From an optimization exercise on the open Yosys and OpenROAD flow, aimed at small area; shortcuts taken in it are not production practice. Only simulation tests tie the RTL to the original design; equivalence was not proved. Power is estimated from default activity; no workload was simulated.

==> inputs of juniper <==
## codec8b6t
module codec8b6t (
    input  wire        clk,
    input  wire        rst,         
    input  wire        in_valid,
    input  wire [2:0]  in_op,
    input  wire        in_first,    
    input  wire [7:0]  in_byte,
    input  wire [11:0] in_group,
    input  wire        in_dc,
    input  wire [1:0]  in_stream,
    output wire        out_valid,
    output wire [11:0] out_group,
    output wire [7:0]  out_byte,
    output wire        out_hit,
    output wire [1:0]  out_weight,
    output wire        out_dc,
    output wire [1:0]  out_stream,
    output wire [2:0]  out_bal
);
==> module codec8b6t, before the edit <==
module codec8b6t (
    input  wire        clk,
    input  wire        rst,         
    input  wire        in_valid,
    input  wire [2:0]  in_op,
    input  wire        in_first,    
    input  wire [7:0]  in_byte,
    input  wire [11:0] in_group,
    input  wire        in_dc,
    input  wire [1:0]  in_stream,
    output wire        out_valid,
    output wire [11:0] out_group,
    output wire [7:0]  out_byte,
    output wire        out_hit,
    output wire [1:0]  out_weight,
    output wire        out_dc,
    output wire [1:0]  out_stream,
    output wire [2:0]  out_bal
);
    wire op_enc = (in_op == 3'b000);
    wire op_dec = (in_op == 3'b001);
    wire op_inv = (in_op == 3'b110);
    wire op_bal = (in_op == 3'b111);
    wire frame  = ~in_op[2] & ~in_op[1];         
    reg  [2:0] dc;
    reg  [1:0] last;
    reg        valid_q;
    reg  [11:0] res_g;      
    reg         res_f;      
    wire [2:0] dc_cur = in_first ? 3'b000 : dc;
    wire [1:0] enc_s  = (in_first | last[1]) ? 2'd0 : {last[0], ~last[0]};
    wire [1:0] frame_s = in_op[0] ? in_stream : enc_s;
    wire       dc_s   = frame_s[1] ? dc_cur[2] : frame_s[0] ? dc_cur[1] : dc_cur[0];
    wire [11:0] cw;
    cb_lookup u_lookup (.b(in_byte), .g(cw));
    wire [11:0] g = (~in_op[2] & ~in_op[0]) ? cw : in_group;
    wire pos, neg;
    balance_step u_weight (.g(g), .pos(pos), .neg(neg));
    wire dcb    = op_bal ? in_dc : dc_s;
    wire inv_bal = neg | (pos & dcb);
    wire inv_sel = op_inv | ((frame | op_bal) & inv_bal);
    wire dc_out = ~neg & (pos ? ~dcb : dcb);
    reg [11:0] g_out;
    integer k;
    always @*
        for (k = 0; k < 6; k = k + 1) begin
            g_out[2*k]   = g[2*k];
            g_out[2*k+1] = g[2*k+1] ^ (inv_sel & g[2*k]);
        end
    wire       rl_hit;
    wire [7:0] rl_byte;
    cb_rlookup u_rlookup (.g(g_out), .hit(rl_hit), .b(rl_byte));
    wire miss = in_op[0] & ~in_op[1] & ~in_op[2] ? (pos & dc_s) : neg;
    wire hit  = rl_hit & ~miss;
    wire sel_byte = in_op[0] & ~in_op[2];         
    wire sel_w    = in_op[2] & ~in_op[1];         
    wire [11:0] res_g_n = {g_out[11:10],
                           sel_w ? {neg, pos | neg} : g_out[9:8],
                           sel_byte ? rl_byte : g_out[7:0]};
    wire res_f_n = (in_op[2] & in_op[1]) ? dc_out : hit;
    assign out_valid  = valid_q;
    assign out_group  = res_g;
    assign out_byte   = res_g[7:0];
    assign out_weight = res_g[9:8];
    assign out_hit    = res_f;
    assign out_dc     = res_f;
    assign out_stream = last;
    assign out_bal    = dc;
    always @(posedge clk) begin
        res_g <= res_g_n;
        res_f <= res_f_n;
        if (rst) begin
            valid_q <= 1'b0;
            dc      <= 3'b000;
            last    <= 2'd2;
        end else begin
            valid_q <= in_valid;
            if (in_valid & frame) begin
                dc[0] <= (frame_s == 2'd0) ? dc_out : dc_cur[0];
                dc[1] <= (frame_s == 2'd1) ? dc_out : dc_cur[1];
                dc[2] <= frame_s[1]        ? dc_out : dc_cur[2];
                if (op_enc)
                    last <= enc_s;
                else if (in_first)
                    last <= 2'd2;
            end
        end
    end
endmodule
Settings: LEC_CHECK=0, CAP_MARGIN=20, CORE_MARGIN=2, CORE_UTILIZATION=35, GPL_TIMING_DRIVEN=0, PLACE_DENSITY=0.5, SLEW_MARGIN=20; clock period 15.0 ns.
standard.sh (not shown) runs the stock make flow with config.mk's settings and CLKGATE_MAP_FILE= SYNTH_SCRIPT=/design/flow/synth_recipe.tcl, a recipe that flattens the netlist after the stock synthesis.
==> flow/flow/run.sh <==
#!/bin/bash
# Own layout flow: the standard synthesis with an area-only ABC mapping
# script (flow/synth.tcl, flow/area.abc), then the standard layout steps.
set -euo pipefail
W=$(pwd)
R=$W/orfs/results/$FLOW_PLATFORM/codec8b6t/base
export FLOW_FLOW_DIR=$W/flow
make -C "$FLOW_HOME" DESIGN_CONFIG=$W/config.mk WORK_HOME=$W/orfs CLKGATE_MAP_FILE= \
  SYNTH_SCRIPT=$W/flow/synth.tcl $R/1_2_yosys.v > synth.log 2>&1
bash standard.sh > layout.log 2>&1
==> flow/flow/area.abc <==
strash; &get -n; &dc2; &dch -f; &nf -R 1000; &put; topo
==> flow/flow/synth.tcl <==
# The standard synthesis (synth_recipe.tcl), with one change: the final
# technology mapping runs flow/area.abc, an area-only ABC script, in place of
# ORFS's speed script. Registers, their cells and names are unchanged.
proc synth {args} { yosys synth -nofsm -noshare {*}$args }
proc abc {args} {
  set i [lsearch -exact $args -script]
  if {$i >= 0} { lset args [expr {$i + 1}] $::env(FLOW_FLOW_DIR)/area.abc }
  set j [lsearch -exact $args -D]
  if {$j >= 0} { set args [lreplace $args $j [expr {$j + 1}]] }
  yosys abc {*}$args
}
# no full/half-adder extraction: ABC maps that logic with the rest
proc extract_fa {args} {}
source $::env(SCRIPTS_DIR)/synth.tcl
# left out here: clear keep_hierarchy, flatten, clean up, hide names made inside functions, write 1_2_yosys.v
==> cedar: changes against juniper <==
--- a/flow/design.v
+++ b/flow/design.v
@@ -479,7 +479,10 @@
         end
     wire       rl_hit;
     wire [7:0] rl_byte;
-    cb_rlookup u_rlookup (.g(g_out), .hit(rl_hit), .b(rl_byte));
+    wire [11:0] g_rl = {g_out[11], in_group[10], g_out[9], in_group[8],
+                        g_out[7], in_group[6], g_out[5], in_group[4],
+                        g_out[3], in_group[2], g_out[1], in_group[0]};
+    cb_rlookup u_rlookup (.g(g_rl), .hit(rl_hit), .b(rl_byte));
     wire miss = in_op[0] & ~in_op[1] & ~in_op[2] ? (pos & dc_s) : neg;
     wire hit  = rl_hit & ~miss;
     wire sel_byte = in_op[0] & ~in_op[2];         
==> flow/flow/run.sh (replaced) <==
#!/bin/bash
# Own layout flow: the standard synthesis with an area-only ABC mapping
# script (flow/synth.tcl, flow/area.abc), then the standard layout steps,
# with port buffers of the smallest buffer cell.
set -euo pipefail
W=$(pwd)
R=$W/orfs/results/$FLOW_PLATFORM/codec8b6t/base
export FLOW_FLOW_DIR=$W/flow
make -C "$FLOW_HOME" DESIGN_CONFIG=$W/config.mk WORK_HOME=$W/orfs CLKGATE_MAP_FILE= \
  SYNTH_SCRIPT=$W/flow/synth.tcl $R/1_2_yosys.v > synth.log 2>&1
# every input and output port still gets a buffer, the smallest one
export BUFFER_PORTS_ARGS="-buffer_cell sky130_fd_sc_hd__buf_1"
bash standard.sh > layout.log 2>&1
CTS_BUF_LIST = sky130_fd_sc_hd__clkbuf_4 sky130_fd_sc_hd__clkbuf_8   (was default)
SETUP_SLACK_MARGIN = 1.0   (was default)
==> run notes <==
                                                               cedar      juniper
Clock power frac                                                  4.6%         6.5%
Slew @ Worst Pin                                               1.33 ns      1.24 ns
Layout multi-input combinational cell count                       1044         1062
Peak supply drop                                             0.0677 mV    0.0527 mV
Area of the mapped netlist                                  6140 sq um   6180 sq um
Pwr/cell area                                              108 nW/um^2  116 nW/um^2
Result of the run                             timing/DRC/antenna clean  timing/DRC/antenna clean
Met2 Track Usage GR                                              57.4%        69.2%
Area enclosed by the die boundary                          18600 sq um  18700 sq um
Met1 Track Usage GR                                              59.9%        51.6%
DP Cell Count                                                     1381         1397
FF-to-FF setup slack                                           8.17 ns      7.99 ns
Fraction of the mapped netlist area in simple logic gates        49.6%        49.8%
Syn Inst Count                                                    1086         1104
Total number of vias                                             11300        11300
Multi-input gate area in the final layout                   5750 sq um   5790 sq um

-- what the ideal ports hide --
No port has a modelled driver above. Below, the same layouts with a new extraction and two added sets of constraints.
Step 1: set_driving_cell puts a clkbuf_16 on clk and a buf_2 on each other input, an assumption about the parent block.
Step 2 adds t to the input delays and takes it off the output delays; t is the mean of the earliest and latest rising clock arrival at the registers after step 1. Input paths then give back, and output paths get back, about the clock's delay inside the block.
Slacks: ideal / step 1 / step 2; pairs: ideal / step 1.
| run | shift t [ns] | slack for setup (ns) | pins driven straight from the clock port |
|---|---|---|---|
| juniper | 0.286 | 0.500 / 0.503 / 0.217 | 1 |
| cedar | 0.272 | 1.281 / 1.280 / 1.008 | 1 |
After both steps every run listed still meets setup and hold. The setup slack of juniper, which loses most, moves by +0.003 ns with the drivers and by -0.283 ns with both steps.
